Background: an optimization exercise with open tools, aiming at small area, a short achievable clock period and few clock cycles. Do not read the settings as production practice. Function was checked by simulation only, so behaviour that the tests miss may differ from the original. No activity file was given, so power comes from the tool's default toggle rates.

==> build 93: inputs <==
## bfsk_demod
module bfsk_demod (
    input  wire        clk,
    input  wire        rst,
    input  wire        in_valid,
    output wire        in_ready,
    input  wire [1:0]  in_op,
    input  wire [39:0] in_data,
    output reg         bit_valid,
    output reg         bit_val,
    output reg         bit_lock,
    output reg         byte_valid,
    output wire [7:0]  byte_data
);
Settings: LEC_CHECK=0, ABC_AREA=1, CAP_MARGIN=20, CORE_MARGIN=2, CORE_UTILIZATION=60, SLEW_MARGIN=20; clock period 22.0 ns.
standard.sh (not shown) runs the stock make flow with config.mk's settings and CLKGATE_MAP_FILE= SYNTH_SCRIPT=/design/flow/synth_recipe.tcl, a recipe that flattens the netlist after the stock synthesis.
==> flow/flow/run.sh <==
#!/bin/bash
set -euo pipefail
bash standard.sh SETUP_SLACK_MARGIN=16.5 CTS_CLUSTER_SIZE=24 CTS_CLUSTER_DIAMETER=120 finish \
    > flow_make.log 2>&1
==> trial 85 (differences from build 93) <==
Settings changed: ABC_AREA 1 to not set.
==> build 97 (differences from build 93) <==
--- a/flow/design.v
+++ b/flow/design.v
@@ -1463,17 +1463,17 @@
     input  wire        in_valid,
     output wire        in_ready,
     input  wire [1:0]  in_op,
     input  wire [39:0] in_data,
     output reg         bit_valid,
     output reg         bit_val,
     output reg         bit_lock,
     output reg         byte_valid,
-    output wire [7:0]  byte_data
+    output reg  [7:0]  byte_data
 );
     localparam [1:0] OP_SAMPLE = 2'd0;
     localparam [1:0] OP_RESET  = 2'd1;
     localparam [1:0] OP_CFG    = 2'd2;
     reg         rdy;
     reg         v_r;
     reg  [1:0]  op_r;
     reg  [39:0] d_r;
@@ -1655,44 +1655,46 @@
             rdy <= 1'b1;
         else
             rdy <= !(near && unit_bz);
     end
     reg        locked;
     reg        last_b;
     reg  [6:0] run;                     
     reg  [2:0] bp_cnt;
-    reg  [7:0] sh;
+    reg  [6:0] sh;                      
     wire       alt      = bit_r != last_b;
     wire [6:0] run_nx   = !alt ? 7'd1 : (run[6] ? run : run + 7'd1);
     wire       lock_now = !locked && bit_r && run_nx[6];
-    assign byte_data = sh;
+    always @(posedge clk) begin
+        bit_val   <= bit_r;
+        bit_lock  <= locked || lock_now;
+        byte_data <= {sh, bit_r};
+    end
     always @(posedge clk) begin
         if (rst) begin
             locked     <= 1'b0;
             last_b     <= 1'b0;
             run        <= 7'd1;
             bp_cnt     <= 3'd0;
             bit_valid  <= 1'b0;
             byte_valid <= 1'b0;
         end else begin
             bit_valid  <= bit_pend;
             byte_valid <= bit_pend && locked && bp_cnt == 3'd7;
             if (bit_pend) begin
-                bit_val  <= bit_r;
-                bit_lock <= locked || lock_now;
                 if (!locked) begin
                     last_b <= bit_r;
                     run    <= run_nx;
                     if (lock_now) begin
                         locked <= 1'b1;
                         bp_cnt <= 3'd0;
                     end
                 end else begin
-                    sh     <= {sh[6:0], bit_r};
+                    sh     <= {sh[5:0], bit_r};
                     bp_cnt <= bp_cnt + 3'd1;
                 end
             end
             if (sync_clear) begin
                 locked <= 1'b0;
                 last_b <= 1'b0;
                 run    <= 7'd1;
                 bp_cnt <= 3'd0;
==> flow/flow/run.sh (replaced) <==
#!/bin/bash
set -euo pipefail
sed '1s/yosys synth -nofsm -noshare {/yosys synth -nofsm -noshare -noabc {/' synth_recipe.tcl \
    > synth_noabc.tcl
grep -q -- '-noshare -noabc {' synth_noabc.tcl
bash standard.sh SYNTH_SCRIPT="$PWD/synth_noabc.tcl" \
    SETUP_SLACK_MARGIN=16.5 CTS_CLUSTER_SIZE=24 CTS_CLUSTER_DIAMETER=120 finish \
    > flow_make.log 2>&1
==> comparison table <==
|  | trial 85 | build 97 | build 93 |
|---|---|---|---|
| Relative contribution of sequential cells to total power | 0.299 | 0.277 | 0.282 |
| R2R Setup Slk | 16.11 ns | 16.48 ns | 16.53 ns |
| Beginning of the worst register-to-register path | q1_1[17]$_DFFE_PP_ | q1_1[22]$_DFFE_PP_ | c1_neg[0]$_DFFE_PP_ |
| Nets in the synthesized netlist | 5063 | 5166 | 5596 |
| Width of the die | 269 um | 264 um | 269 um |
| Core area | 69700 sq um | 67200 sq um | 69800 sq um |
| Number of clock buffers in the layout | 37 | 38 | 36 |
| Routed wire length on met3 | 11.4 mm | 17.0 mm | 14.1 mm |
| Number of inverters outside the clock class in the layout | 591 | 584 | 990 |
| Setup slack of the critical path after layout | 16.11 ns | 16.48 ns | 16.40 ns |
| Number of flip-flops and latches | 437 | 443 | 437 |
| Post-layout utilization of the core | 0.667 | 0.681 | 0.670 |
| Required time of the worst setup path | 22.45 ns | 22.45 ns | 17.60 ns |
| Least-Margin Pin Slew | 1.04 ns | 1.08 ns | 1.15 ns |
| Count of state elements after synthesis | 437 | 443 | 437 |
| Hold_sp | sh[1]$_DFFE_PP_ | sh[6]$_DFFE_PP_ | s3[5]$_DFF_P_ |
| Power per standard cell area | 67.7 nW/um^2 | 74.5 nW/um^2 | 70.9 nW/um^2 |
| Result of the run | complete, no violations | complete, no violations | complete, no violations |
| Met3 Resource Use GR | 0.0598 | 0.0935 | 0.0733 |
| Number of enable-type register cells in the synthesized netlist | 255 | 252 | 255 |
Testbench counts of build 93, summed over its fixed seeds: cycles 88,023.
Testbench counts of trial 85, summed over its fixed seeds: cycles 88,023.
Testbench counts of build 97, summed over its fixed seeds: cycles 88,023.

static timing again, ports no longer ideal:
Ports are ideal in the flow. The routed layouts listed here were re-timed in OpenROAD. Step 1 sets driving cells, clkbuf_16 on the clock port and buf_2 on the other inputs (assumed; they add their load-dependent delay and slew). Step 2 moves the port delays by t, midway between the first and last clock arrival at a register: inputs arrive t later, outputs are due t later. That takes back most of the time a late clock gives input paths. a / b / c = ideal / step 1 / step 2; a / b = the first two.
| run | shift t [ns] | setup WS [ns] | worst hold slack (ns) | latest minus earliest clock arrival (ns) | cell pins on the clock port's net |
|---|---|---|---|---|---|
| build 93 | 0.673 | 16.404 / 16.336 / 16.317 | 0.422 / 0.422 / 0.422 | 0.023 / 0.022 | 1 |
| trial 85 | 0.666 | 16.112 / 16.112 / 15.592 | 0.454 / 0.454 / 0.454 | 0.032 / 0.032 | 1 |
| build 97 | 0.683 | 16.478 / 16.454 / 16.265 | 0.342 / 0.342 / 0.342 | 0.035 / 0.034 | 1 |
After both steps setup and hold are still met in every run listed. The setup slack of trial 85, which loses most, moves by 0.000 ns with the drivers and by -0.520 ns with both steps.
